Context: an optimization exercise on an open-source flow, tuned for small area, a short achievable clock period and few clock cycles per item. The choices shown serve that exercise and are no tape-out recipe. Function was checked by simulation only, so behaviour that the tests miss may differ from the original. No activity file was given, so power comes from the tool's default toggle rates.

===== design/flow/design.v =====
module lfsr_eval (
    input  wire        clk,
    input  wire        rst,
    input  wire        start,
    input  wire [15:0] cfg_mask,
    input  wire [15:0] cfg_tap,
    input  wire [15:0] cfg_seed,
    input  wire        cfg_w8,
    output wire        busy,
    input  wire        s_valid,
    input  wire [7:0]  s_data,
    input  wire        s_last,
    output wire        s_ready,
    output wire        c_valid,
    output wire [7:0]  c_data,
    output wire [7:0]  k_data,
    input  wire        c_ready,
    output wire [15:0] state_out,
    input  wire [7:0]  h_addr,
    output wire [10:0] h_count
);
    localparam LB = 6;               
    localparam HB = 11 - LB;         
    localparam NE = 1024 >> LB;      
    reg        run;        
    reg        ov;         
    reg        olast;      
    reg [7:0]  oc;         
    reg [7:0]  ok;         
    reg [15:0] mask;       
    reg [15:0] tap;        
    reg [15:0] state;      
    reg [LB-1:0] lo [0:255];
    reg [7:0]    ea [0:NE-1];
    reg [HB-1:0] eh [0:NE-1];
    reg [15:0] s8;
    reg [7:0]  kb;
    integer k;
    always @(*) begin
        s8 = state;
        for (k = 0; k < 8; k = k + 1) begin
            s8 = (s8 >> 1) ^ (s8[0] ? mask : 16'h0000);
            kb[7 - k] = ^(s8 & tap);
        end
    end
    wire [15:0] cfg_wmask = cfg_w8 ? 16'h00FF : 16'hFFFF;
    wire [15:0] cfg_top   = cfg_w8 ? 16'h0080 : 16'h8000;
    wire go   = start & ~run;
    wire take = ov & c_ready;
    wire acc  = run & s_valid & (~ov | c_ready);
    always @(posedge clk) begin
        if (rst) begin
            run <= 1'b0;
            ov  <= 1'b0;
        end else begin
            if (go)
                run <= 1'b1;
            else if (take & olast)
                run <= 1'b0;
            if (acc)
                ov <= 1'b1;
            else if (take)
                ov <= 1'b0;
        end
    end
    always @(posedge clk) begin
        if (go) begin
            mask  <= (cfg_mask & cfg_wmask) | cfg_top;
            tap   <= cfg_tap;
            state <= cfg_seed & cfg_wmask;
        end else if (acc) begin
            state <= s8;
        end
        if (acc) begin
            oc    <= s_data ^ kb;
            ok    <= kb;
            olast <= s_last;
        end
    end
    wire [7:0] ra = run ? oc : h_addr;
    wire [LB-1:0] rlo = lo[ra];
    reg  [HB-1:0] rhi;
    reg  [NE-1:0] hit;
    reg  [NE-1:0] used;
    integer e;
    always @(*) begin
        rhi = {HB{1'b0}};
        for (e = 0; e < NE; e = e + 1) begin
            used[e] = |eh[e];
            hit[e]  = used[e] & (ea[e] == ra);
            rhi     = rhi | (eh[e] & {HB{hit[e]}});
        end
    end
    wire          carry = &rlo;
    wire          anyhit = |hit;
    wire [LB-1:0] wlo = (rlo + 1'b1) & {LB{run}};
    wire [HB-1:0] whi = (rhi + 1'b1) & {HB{run}};
    integer b;
    always @(posedge clk) begin
        for (b = 0; b < 256; b = b + 1)
            if (go | (take & (oc == b)))
                lo[b] <= wlo;
        for (e = 0; e < NE; e = e + 1)
            if (go | (take & carry & (anyhit ? hit[e] : (~used[e] & (e == 0 ? 1'b1 : used[e > 0 ? e - 1 : 0]))))) begin
                eh[e] <= whi;
                ea[e] <= oc;
            end
    end
    assign busy      = run;
    assign s_ready   = run & (~ov | c_ready);
    assign c_valid   = ov;
    assign c_data    = oc;
    assign k_data    = ok;
    assign state_out = state;
    assign h_count   = {rhi, rlo};
endmodule

===== design/flow/run.sh =====
#!/bin/bash
# synth_recipe.tcl (not shown) runs the flow's synth.tcl, then flattens the netlist and writes it again
# the make line also repeats each setting of config.mk as NAME=value (left out here)
make -C /OpenROAD-flow-scripts/flow DESIGN_CONFIG=/design/flow/config.mk WORK_HOME=/design/flow/orfs CLKGATE_MAP_FILE= SYNTH_SCRIPT=/design/flow/synth_recipe.tcl finish

===== design/flow/config.mk =====
export PLATFORM = sky130hd
export DESIGN_NAME = lfsr_eval
export DESIGN_NICKNAME = lfsr_eval
export VERILOG_FILES = /design/flow/design.v
export SDC_FILE = /design/flow/constraint.sdc
export NUM_CORES = 4
export LEC_CHECK = 0
export CAP_MARGIN = 20
export CORE_MARGIN = 2
export CORE_UTILIZATION = 65
export SETUP_SLACK_MARGIN = 3
export SLEW_MARGIN = 20

===== design/flow/constraint.sdc =====
create_clock -name core_clock -period 10.0 [get_ports {clk}]
set_input_delay 2.0000 -clock core_clock [delete_from_list [all_inputs] [get_ports {clk}]]
set_output_delay 2.0000 -clock core_clock [all_outputs]
set_load 0.01 [all_outputs]

==> results of run 1 <==
==> per-stage QoR <==
stage                     std cells  hold slack (ns)  total power [mW]  util (%)
after CTS                      7439            0.586              30.7      79.6
after floorplan                5045            0.538              19.6         -
after global placement         6929            0.519              23.7      71.8
after detailed placement       6932            0.575              24.0      71.9
==> how the worst min path moves through the flow <==
stage	startpoint	endpoint	slack, ns
2_1_floorplan	ov	ov	0.54
3_5_place_dp	ov	ov	0.57
4_1_cts	ov	ov	0.59
3_3_place_gp	ov	ov	0.52
==> power groups by stage <==
stage          clock (mW)  sequential [mW]  combinational, mW
2_1_floorplan           0             11.5               8.09
4_1_cts              6.29             11.5               12.9
3_3_place_gp            0             11.6               12.1
3_5_place_dp            0             11.6               12.4
==> cell families after synthesis <==
group,after synthesis,share of synthesized area [%]
DFF,1811,72.9
AOI/OAI and AO/OA,1436,13.6
and+or+nand+nor,1086,6.87
xor gates and xnor gates,356,4.64
buffers and inverters,347,1.82
muxes,7,0.0940
adders and majority gates,2,0.0336
==> timing repair <==
| action | CTS |
|---|---|
| buffers inserted | 183 |
| gates cloned | 6 |
| gates resized for setup | 385 |
| setup endpoints to repair | 1756 |
| pin swaps | 96 |
| hold buffers | 0 |
==> impl_metrics.env, run 1 <==
export IMPL_io_pins=117
export IMPL_synth_enable_flop_cells=1809
export IMPL_clk_path_buf_depth=3
export IMPL_placement_io_buffers=115
export IMPL_placed_area_um2=82000
export IMPL_synthArstFlopShare_pct=0
export IMPL_cts_root_buf="clkbuf_16"
export IMPL_cts_sinks=1811
export IMPL_synth_distinct_cells=82
export IMPL_grt_max_degree=155
export IMPL_syn_area_per_cell_um2=14.8
export IMPL_failed_stage="global routing"
export IMPL_syn_area_um2=74600
export IMPL_die_x_um=343
export IMPL_synth_top_area_share_pct=72.9
export IMPL_status="did not finish"
export IMPL_dieHeight_um=343
export IMPL_synth_top_cells_by_area="edfxtp_1 73%, a22oi_1 4.2%, o21ai_0 2.2%"
export IMPL_netlist_instances=5045
export IMPL_start_util_pct=65.4
export IMPL_numCtsBuffers=174
export IMPL_pre_cts_ws_ns=0.694
export IMPL_yosysWarnings=4
export IMPL_synth_area_leader_cell="edfxtp_1"
export IMPL_ys_seq_area_share_pct=72.9
export IMPL_ys_ff_latch=1811
export IMPL_hpwl_mm=271
export IMPL_synth_most_common_cell="edfxtp_1"
export IMPL_syn_nets=5118
export IMPL_ys_flop_type="edfxtp_1"
export IMPL_place_gp_congestion=1.24
export IMPL_cts_htree_levels=4
export IMPL_synthTopCellsByCount="1809 x edfxtp_1, 413 x a22oi_1, 374 x nand2_1"
export IMPL_num_rows=124
export IMPL_error="[ERROR GRT-0183] Net net549: the 3D maze router ran out of legal paths (heap underflow) - the net is boxed in by local congestion or blockages."
Testbench counts, summed over its fixed seeds: cycles 32,864, items 32,768.
==> run 2: changes to the inputs <==
==> design/flow/config.mk (replaced) <==
export PLATFORM = sky130hd
export DESIGN_NAME = lfsr_eval
export DESIGN_NICKNAME = lfsr_eval
export VERILOG_FILES = /design/flow/design.v
export SDC_FILE = /design/flow/constraint.sdc
export NUM_CORES = 4
export LEC_CHECK = 0
export CAP_MARGIN = 30
export CORE_MARGIN = 2
export CORE_UTILIZATION = 40
export SETUP_SLACK_MARGIN = 1.5
export SLEW_MARGIN = 30
==> run 2 against run 1 <==
  * The run now finishes clean
  * Synthesized cell count unchanged
  * Synthesized area unchanged
==> impl_metrics.env, run 2 <==
export IMPL_synth_top_area_share_pct=72.9
export IMPL_finalSetupViolations=0
export IMPL_busiest_layer="met2"
export IMPL_final_cell_mix="1809 x edfxtp_1, 719 x buf_4, 406 x a22oi_1, 345 x nand2_1, 209 x nor2_1"
export IMPL_start_util_pct=40.2
export IMPL_synthTopCellsByCount="1809 x edfxtp_1, 413 x a22oi_1, 374 x nand2_1"
export IMPL_placement_io_buffers=115
export IMPL_grt_setup_unrepaired="false"
export IMPL_clkTransAtPathRegs_ns=0.05
export IMPL_critical_path_class="in2out"
export IMPL_p_per_area_nw_per_um2=354
export IMPL_drt_first_pass_iters=9
export IMPL_hold_start="ov"
export IMPL_hold_viol_final=0
export IMPL_syn_area_um2=74600
export IMPL_p_leak_nw=32.0
export IMPL_grt_pass1_vias=53952
export IMPL_critPathLaunch="h_addr[4]"
export IMPL_hold_class="reg2reg"
export IMPL_grt_util_met3_pct=26.1
export IMPL_netlist_instances=5045
export IMPL_drt_wl_total_mm=468
export IMPL_io_pins=117
export IMPL_core_area_um2=185000
export IMPL_final_common_cell="edfxtp_1"
export IMPL_setup_tns_ns=0
export IMPL_route_antenna_remaining_nets=0
export IMPL_place_gp_congestion=1.12
export IMPL_timing_final_crit_share_pct=86.8
export IMPL_die_area_um2=190000
export IMPL_ys_flop_type="edfxtp_1"
export IMPL_area_growth_pct=25.1
export IMPL_synth_most_common_cell="edfxtp_1"
export IMPL_ys_seq_area_share_pct=72.9
export IMPL_final_nets=5957
export IMPL_hpwl_mm=343
export IMPL_grt_pass1_wl_mm=586
export IMPL_arrival_ns=6.68
export IMPL_regMostFlops="lo"
export IMPL_globalRoute_totalOverflow=0
export IMPL_drt_wirelength_per_cell_um=54.6
export IMPL_critPathMaxFanout=23
export IMPL_vias=61432
export IMPL_synth_enable_flop_cells=1809
export IMPL_first_iter_violations=13188
export IMPL_die_x_um=436
export IMPL_antenna_found_initial=68
export IMPL_grt_usage_pct=48.3
export IMPL_r2r_start="mask[0]"
export IMPL_startpoint_type="primary input"
export IMPL_synth_area_leader_cell="edfxtp_1"
export IMPL_placed_area_um2=85900
export IMPL_min_period_ns=8.68
export IMPL_drv_cap=0
export IMPL_synthArstFlopShare_pct=0
export IMPL_reg_largest_list="lo x1536, ea x128, eh x80"
export IMPL_cts_sinks=1811
export IMPL_synth_distinct_cells=82
export IMPL_slew_viol_final=0
export IMPL_largest_register_ffs=1536
export IMPL_cts_tree="yes"
export IMPL_drc=0
export IMPL_final_cell_count_no_fill=8572
export IMPL_gr_usage_met1_pct=60.3
export IMPL_setup_slack_ns=1.32
export IMPL_status="finished clean"
export IMPL_dieHeight_um=436
export IMPL_drive_gt1_share_pct=23.4
export IMPL_placed_cells=8131
export IMPL_worstMarginPinSlew_ns=1.38
export IMPL_cp_end_kind="output port"
export IMPL_pre_cts_ws_ns=0.604
export IMPL_synth_top_cells_by_area="edfxtp_1 73%, a22oi_1 4.2%, o21ai_0 2.2%"
export IMPL_ir_drop_v=0.000672
export IMPL_cts_root_buf="clkbuf_16"
export IMPL_clk_path_buf_depth=3
export IMPL_syn_nets=5118
export IMPL_rr_worst_depth=17
export IMPL_cts_htree_levels=4
export IMPL_grt_max_degree=147
export IMPL_required_ns=8.00
export IMPL_ys_ff_latch=1811
export IMPL_syn_area_per_cell_um2=14.8
export IMPL_fin_skew_ns=0.0491
export IMPL_clock_fmax_mhz=115
export IMPL_insertion_delay_ns=0.91
export IMPL_vias_per_cell=7.17
export IMPL_num_rows=158
export IMPL_relSlewSlack_pct=7.28
export IMPL_yosysWarnings=4
export IMPL_gr_usage_met2_pct=61.8
export IMPL_post_route_cell_area_um2=93300
export IMPL_hold_depth=2
export IMPL_numCtsBuffers=195
==> run 2: cell counts after synthesis <==
Identical to the previous run, type by type.
==> run 2: report_power, final <==
part / leakage [nW] / switching [mW] / total [mW] / internal, mW
sequential: 18.0 / 0.639 / 11.5 / 10.9
combinational: 10.9 / 8.86 / 14.0 / 5.16
clock: 3.12 / 3.30 / 7.48 / 4.17
==> run 2: worst max-delay path: stages <==
cell             delay (ns)
dlygate4sd2_1          0.30
nor2b_1                0.19
a32oi_1                0.19
buf_4                  0.30
nor2_4                 0.17
buf_12                 0.21
a22oi_1                0.32
buf_4                  0.29
o211ai_1               0.25
nor4_2                 0.30
nand4_1                0.54
nor4_1                 0.43
buf_4                  0.19
a31oi_1                0.07
buf_4                  0.21
clkdlybuf4s50_1        0.51
==> run 2: kinds of logic (layout without fill, tap and decap cells) <==
family / after synthesis / count (layout) / share of synthesized area (%)
fa+ha+maj: 2 / 2 / 0.0336
compound gates: 1436 / 1436 / 13.6
mux: 7 / 7 / 0.0940
other cells: 0 / 39 / 0
flops: 1811 / 1811 / 72.9
buf+inv: 347 / 1355 / 1.82
xor+xnor: 356 / 356 / 4.64
simple gates: 1086 / 1086 / 6.87
==> run 2: path summary, 6_finish.rpt <==
| kind | endpoint | slack (ns) |
|---|---|---|
| min | ov | 0.56 |
| max | h_count[3] | 1.32 |
| min reg2reg | ov | 0.56 |
| max reg2reg | oc[0] | 3.00 |
==> run 2: metrics by stage <==
step | util (%) | hold slack, ns | total power, mW
final | 50.3 | 0.565 | 33.0
after global routing | 50.3 | 0.595 | 33.7
after CTS | 50.2 | 0.561 | 32.5
after detailed placement | 46.4 | 0.552 | 25.1
after global placement | 46.1 | 0.524 | 25.0
after floorplan | - | 0.538 | 19.5
==> run 2: layer usage <==
metal	wire length [um]	vias to the layer above
met2	177000	6443
met4	44300	48
met1	166000	31277
met3	80400	1549
li1	-	22115
met5	879	-
==> run 2: final cells by class <==
class                   instances  area (um2)
clock buffers                 238        5110
multi-input cells            2887       20100
diodes                         39        97.6
well taps                    2480        3100
flip-flops and latches       1811       54400
fillers                     15871       92000
inverters                      23        86.3
repair buffers                966        9090
clock inverters               128        1320
==> run 2: repair_timing <==
| action | 4_1_cts | 5_1_grt |
|---|---|---|
| resized for setup | 93 | 19 |
| setup buffers | 22 | 6 |
| cloned | 1 | 0 |
| pin swaps | 20 | 4 |
| hold buffers | 0 | 0 |
| endpoints found under the setup margin | 6 | 6 |
==> run 3: changes to the inputs <==
--- a/design/flow/design.v
+++ b/design/flow/design.v
@@ -31,4 +31,8 @@
     reg [15:0] tap;        
     reg [15:0] state;      
+    reg        pend;       
+    reg        plast;      
+    reg [7:0]  wa;         
+    reg [LB-1:0] wv;       
     reg [LB-1:0] lo [0:255];
     reg [7:0]    ea [0:NE-1];
@@ -51,11 +55,13 @@
     always @(posedge clk) begin
         if (rst) begin
-            run <= 1'b0;
-            ov  <= 1'b0;
+            run  <= 1'b0;
+            ov   <= 1'b0;
+            pend <= 1'b0;
         end else begin
             if (go)
                 run <= 1'b1;
-            else if (take & olast)
+            else if (pend & plast)
                 run <= 1'b0;
+            pend <= take;
             if (acc)
                 ov <= 1'b1;
@@ -79,4 +85,5 @@
     end
     wire [7:0] ra = run ? oc : h_addr;
+    wire [7:0] ta = run ? wa : h_addr;
     wire [LB-1:0] rlo = lo[ra];
     reg  [HB-1:0] rhi;
@@ -88,21 +95,28 @@
         for (e = 0; e < NE; e = e + 1) begin
             used[e] = |eh[e];
-            hit[e]  = used[e] & (ea[e] == ra);
+            hit[e]  = used[e] & (ea[e] == ta);
             rhi     = rhi | (eh[e] & {HB{hit[e]}});
         end
     end
-    wire          carry = &rlo;
+    wire          carry = &wv;
     wire          anyhit = |hit;
-    wire [LB-1:0] wlo = (rlo + 1'b1) & {LB{run}};
+    wire [LB-1:0] inc = wv + 1'b1;
+    wire [LB-1:0] wlo = inc & {LB{run}};
     wire [HB-1:0] whi = (rhi + 1'b1) & {HB{run}};
+    always @(posedge clk)
+        if (take) begin
+            wa    <= oc;
+            wv    <= (pend & (wa == oc)) ? inc : rlo;
+            plast <= olast;
+        end
     integer b;
     always @(posedge clk) begin
         for (b = 0; b < 256; b = b + 1)
-            if (go | (take & (oc == b)))
+            if (go | (pend & (wa == b)))
                 lo[b] <= wlo;
         for (e = 0; e < NE; e = e + 1)
-            if (go | (take & carry & (anyhit ? hit[e] : (~used[e] & (e == 0 ? 1'b1 : used[e > 0 ? e - 1 : 0]))))) begin
+            if (go | (pend & carry & (anyhit ? hit[e] : (~used[e] & (e == 0 ? 1'b1 : used[e > 0 ? e - 1 : 0]))))) begin
                 eh[e] <= whi;
-                ea[e] <= oc;
+                ea[e] <= wa;
             end
     end
==> design/flow/config.mk (replaced) <==
export PLATFORM = sky130hd
export DESIGN_NAME = lfsr_eval
export DESIGN_NICKNAME = lfsr_eval
export VERILOG_FILES = /design/flow/design.v
export SDC_FILE = /design/flow/constraint.sdc
export NUM_CORES = 4
export LEC_CHECK = 0
export CAP_MARGIN = 20
export CORE_MARGIN = 2
export CORE_UTILIZATION = 45
export SETUP_SLACK_MARGIN = 2.5
export SLEW_MARGIN = 20
==> run 3 against run 2 <==
  * Die area is 9.2% lower
  * Flip-flop and latch count rose by 16
  * Clock skew fell by 0.015 ns
  * Fmax increased by 11%
  * Critical path type unchanged
==> impl_metrics.env, run 3 <==
export IMPL_r2r_start="mask[2]"
export IMPL_ys_seq_area_share_pct=72.0
export IMPL_synthTopCellsByCount="1824 x edfxtp_1, 358 x o21ai_0, 349 x a22oi_1"
export IMPL_syn_nets=5252
export IMPL_synth_top_cells_by_area="edfxtp_1 72%, a22oi_1 3.4%, o21ai_0 2.4%"
export IMPL_fin_skew_ns=0.0341
export IMPL_hold_slack_ns=0.431
export IMPL_final_cell_count_no_fill=8399
export IMPL_busiest_layer="met2"
export IMPL_final_cell_mix="1824 x edfxtp_1, 675 x buf_4, 312 x a22oi_1, 266 x nand2_1, 214 x nor2_1"
export IMPL_synth_enable_flop_cells=1824
export IMPL_min_period_ns=7.81
export IMPL_final_common_cell="edfxtp_1"
export IMPL_globalRoute_totalOverflow=0
export IMPL_worstPathCellList="buf_4 > nor2_1 > a22oi_1 > buf_4 > nor2_4 > buf_12 > a22oi_1 > o22ai_1 > nor4_1 > buf_4 > nand2_1 > nor4_2 > buf_4 > a41oi_4 > buf_6 > buf_6"
export IMPL_timing_final_crit_share_pct=78.1
export IMPL_clock_fmax_mhz=128
export IMPL_slowest_stage="a22oi_1"
export IMPL_min_to="plast"
export IMPL_yosysWarnings=4
export IMPL_reg2reg_to="oc[0]"
export IMPL_first_iter_violations=13562
export IMPL_syn_area_per_cell_um2=14.7
export IMPL_hpwl_mm=301
export IMPL_route_antenna_remaining_nets=0
export IMPL_synth_distinct_cells=99
export IMPL_required_ns=8.00
export IMPL_critical_path_top_delay_family="compound AO/OA/AOI/OAI gates"
export IMPL_cts_htree_levels=4
export IMPL_antenna_found_initial=56
export IMPL_gr_usage_met2_pct=63.9
export IMPL_synthArstFlopShare_pct=0
export IMPL_numCtsBuffers=191
export IMPL_regMostFlops="lo"
export IMPL_placement_io_buffers=115
export IMPL_cp_end_kind="output port"
export IMPL_worstMarginPinSlew_ns=1.38
export IMPL_grt_pass1_wl_mm=554
export IMPL_dieHeight_um=415
export IMPL_synth_most_common_cell="edfxtp_1"
export IMPL_power_mw=28.4
export IMPL_grt_max_degree=179
export IMPL_critPathMostFrequentCell="buf_4"
export IMPL_arrival_ns=5.81
export IMPL_drt_wl_total_mm=438
export IMPL_netlist_instances=5179
export IMPL_vias_per_cell=7.52
export IMPL_drt_wirelength_per_cell_um=52.1
export IMPL_final_nets=6062
export IMPL_grt_pass1_vias=54947
export IMPL_cts_sinks=1827
export IMPL_insertion_delay_ns=0.89
export IMPL_cts_tree="yes"
export IMPL_start_util_pct=45.4
export IMPL_drive_gt1_share_pct=25.5
export IMPL_vias=63182
export IMPL_startpoint_type="primary input"
export IMPL_finalSetupViolations=0
export IMPL_critPathMaxFanout=5
export IMPL_drc=0
export IMPL_p_per_area_nw_per_um2=297
export IMPL_die_x_um=415
export IMPL_post_route_cell_area_um2=95600
export IMPL_worst_path_buf_inv=7
export IMPL_num_rows=150
export IMPL_clk_path_buf_depth=3
export IMPL_synth_top_area_share_pct=72.0
export IMPL_cts_root_buf="clkbuf_16"
export IMPL_core_area_um2=168000
export IMPL_io_pins=117
export IMPL_placed_area_um2=84600
export IMPL_area_growth_pct=25.6
export IMPL_grt_usage_pct=49.5
export IMPL_rr_worst_depth=15
export IMPL_relSlewSlack_pct=7.93
export IMPL_drt_first_pass_iters=9
export IMPL_grt_util_met3_pct=28.9
export IMPL_hold_start="olast"
export IMPL_p_leak_nw=32.6
export IMPL_r2r_slack_ns=2.93
export IMPL_hold_viol_final=0
export IMPL_hold_depth=0
export IMPL_drv_cap=0
export IMPL_slew_viol_final=0
export IMPL_largest_register_ffs=1536
export IMPL_ys_ff_latch=1827
export IMPL_synth_area_leader_cell="edfxtp_1"
export IMPL_reg_largest_list="lo x1536, ea x128, eh x80"
export IMPL_critical_path_class="in2out"
export IMPL_ys_flop_type="edfxtp_1"
export IMPL_placed_cells=7784
export IMPL_setup_tns_ns=0
export IMPL_syn_area_um2=76100
export IMPL_grt_setup_unrepaired="true"
export IMPL_gr_usage_met1_pct=61.7
export IMPL_cpPeakStageDelay_ns=0.77
export IMPL_place_gp_congestion=1.10
export IMPL_hold_class="reg2reg"
export IMPL_ir_drop_v=0.000524
export IMPL_clkTransAtPathRegs_ns=0.06
export IMPL_status="finished clean"
export IMPL_die_area_um2=172000
-- run 3: cell families (layout without fill, tap and decap cells) --
group                      Yosys count  after routing  share of synthesized area [%]
buffers and inverters              358           1326                           1.85
other                                0             47                              0
adders and majority gates            2              2                         0.0329
muxes                               15             15                          0.199
DFF                               1827           1827                           72.0
and+or+nand+nor                   1088           1089                           6.86
AOI/OAI and AO/OA                 1525           1525                           14.5
xor gates and xnor gates           364            364                           4.54
-- run 3: area by class of cell --
cell class | instances | area, um2
Multi-Input combinational cell | 2995 | 22800
Sequential cell | 1827 | 54800
Timing Repair Buffer | 949 | 8910
Antenna cell | 47 | 118
Clock inverter | 116 | 1110
Clock buffer | 236 | 5010
Fill cell | 13483 | 72000
Inverter | 25 | 97.6
Tap cell | 2204 | 2760
-- run 3: worst max-delay path by stage --
stage,from,endpoint,depth (start not counted)
2_1_floorplan,run,lo[0][0],4
3_3_place_gp,h_addr[3],h_count[1],13
3_5_place_dp,h_addr[3],h_count[1],13
4_1_cts,h_addr[2],h_count[2],22
5_1_grt,h_addr[2],h_count[2],23
6_report,h_addr[4],h_count[2],16
-- run 3: what timing repair did --
action / in CTS / in global routing
cloned: 6 / 3
endpoints found under the setup margin: 11 / 9
resized for setup: 434 / 131
hold buffers: 0 / 0
setup buffers: 144 / 58
pin swaps: 113 / 82
-- run 3: worst reg2reg max path, delay by kind of cell (launching register included) --
kind	cells	cell delay [ns]
and+or+nand+nor	5	2.56
xor gates and xnor gates	4	1.55
AOI/OAI and AO/OA	6	1.90
DFF	1	0.80
-- run 3: per-stage QoR --
step           util, %  worst slack (ns)
2_1_floorplan        -              1.56
3_3_place_gp      50.4             0.688
6_report          57.0              2.19
5_1_grt           57.0              2.42
4_1_cts           56.1              2.38
3_5_place_dp      50.5             0.711
-- run 3: per-layer routing --
metal  up-vias  part of all wire [%]
met3      1685                    18
met2      6740                    38
met1     31952                    35
met5         -                  0.26
met4        56                   8.7
li1      22749                     -
-- run 3: power by group --
group | switching, mW | internal [mW] | leakage (nW)
Clock | 3.16 | 4.02 | 2.97
Sequential | 0.425 | 9.64 | 18.1
Combinational | 6.71 | 4.45 | 11.5
Total | 10.3 | 18.1 | 32.6
Testbench counts of run 3, summed over its fixed seeds: cycles 32,896, items 32,768.

[static timing again, ports no longer ideal]
Ports are ideal in the flow. The routed layouts listed here were re-timed in OpenROAD. Step 1: set_driving_cell puts a clkbuf_16 on clk and a buf_2 on each other input, an assumption about the parent block. Step 2 moves the port delays by t, midway between the first and last clock arrival at a register: inputs arrive t later, outputs are due t later. That takes back most of the time a late clock gives input paths. Three values: ideal, step 1, step 2; two values: the first two.
run | t, ns | setup WS [ns] | worst register clock-pin slew, ns
run 2 | 0.968 | 1.318 / 1.299 / 1.299 | 0.07 / 0.07
run 3 | 0.958 | 2.192 / 2.161 / 2.161 | 0.07 / 0.07
After both steps every run listed still meets setup and hold. For run 3, which loses most, drivers alone change the setup slack by -0.031 ns; drivers and shift together by -0.031 ns.
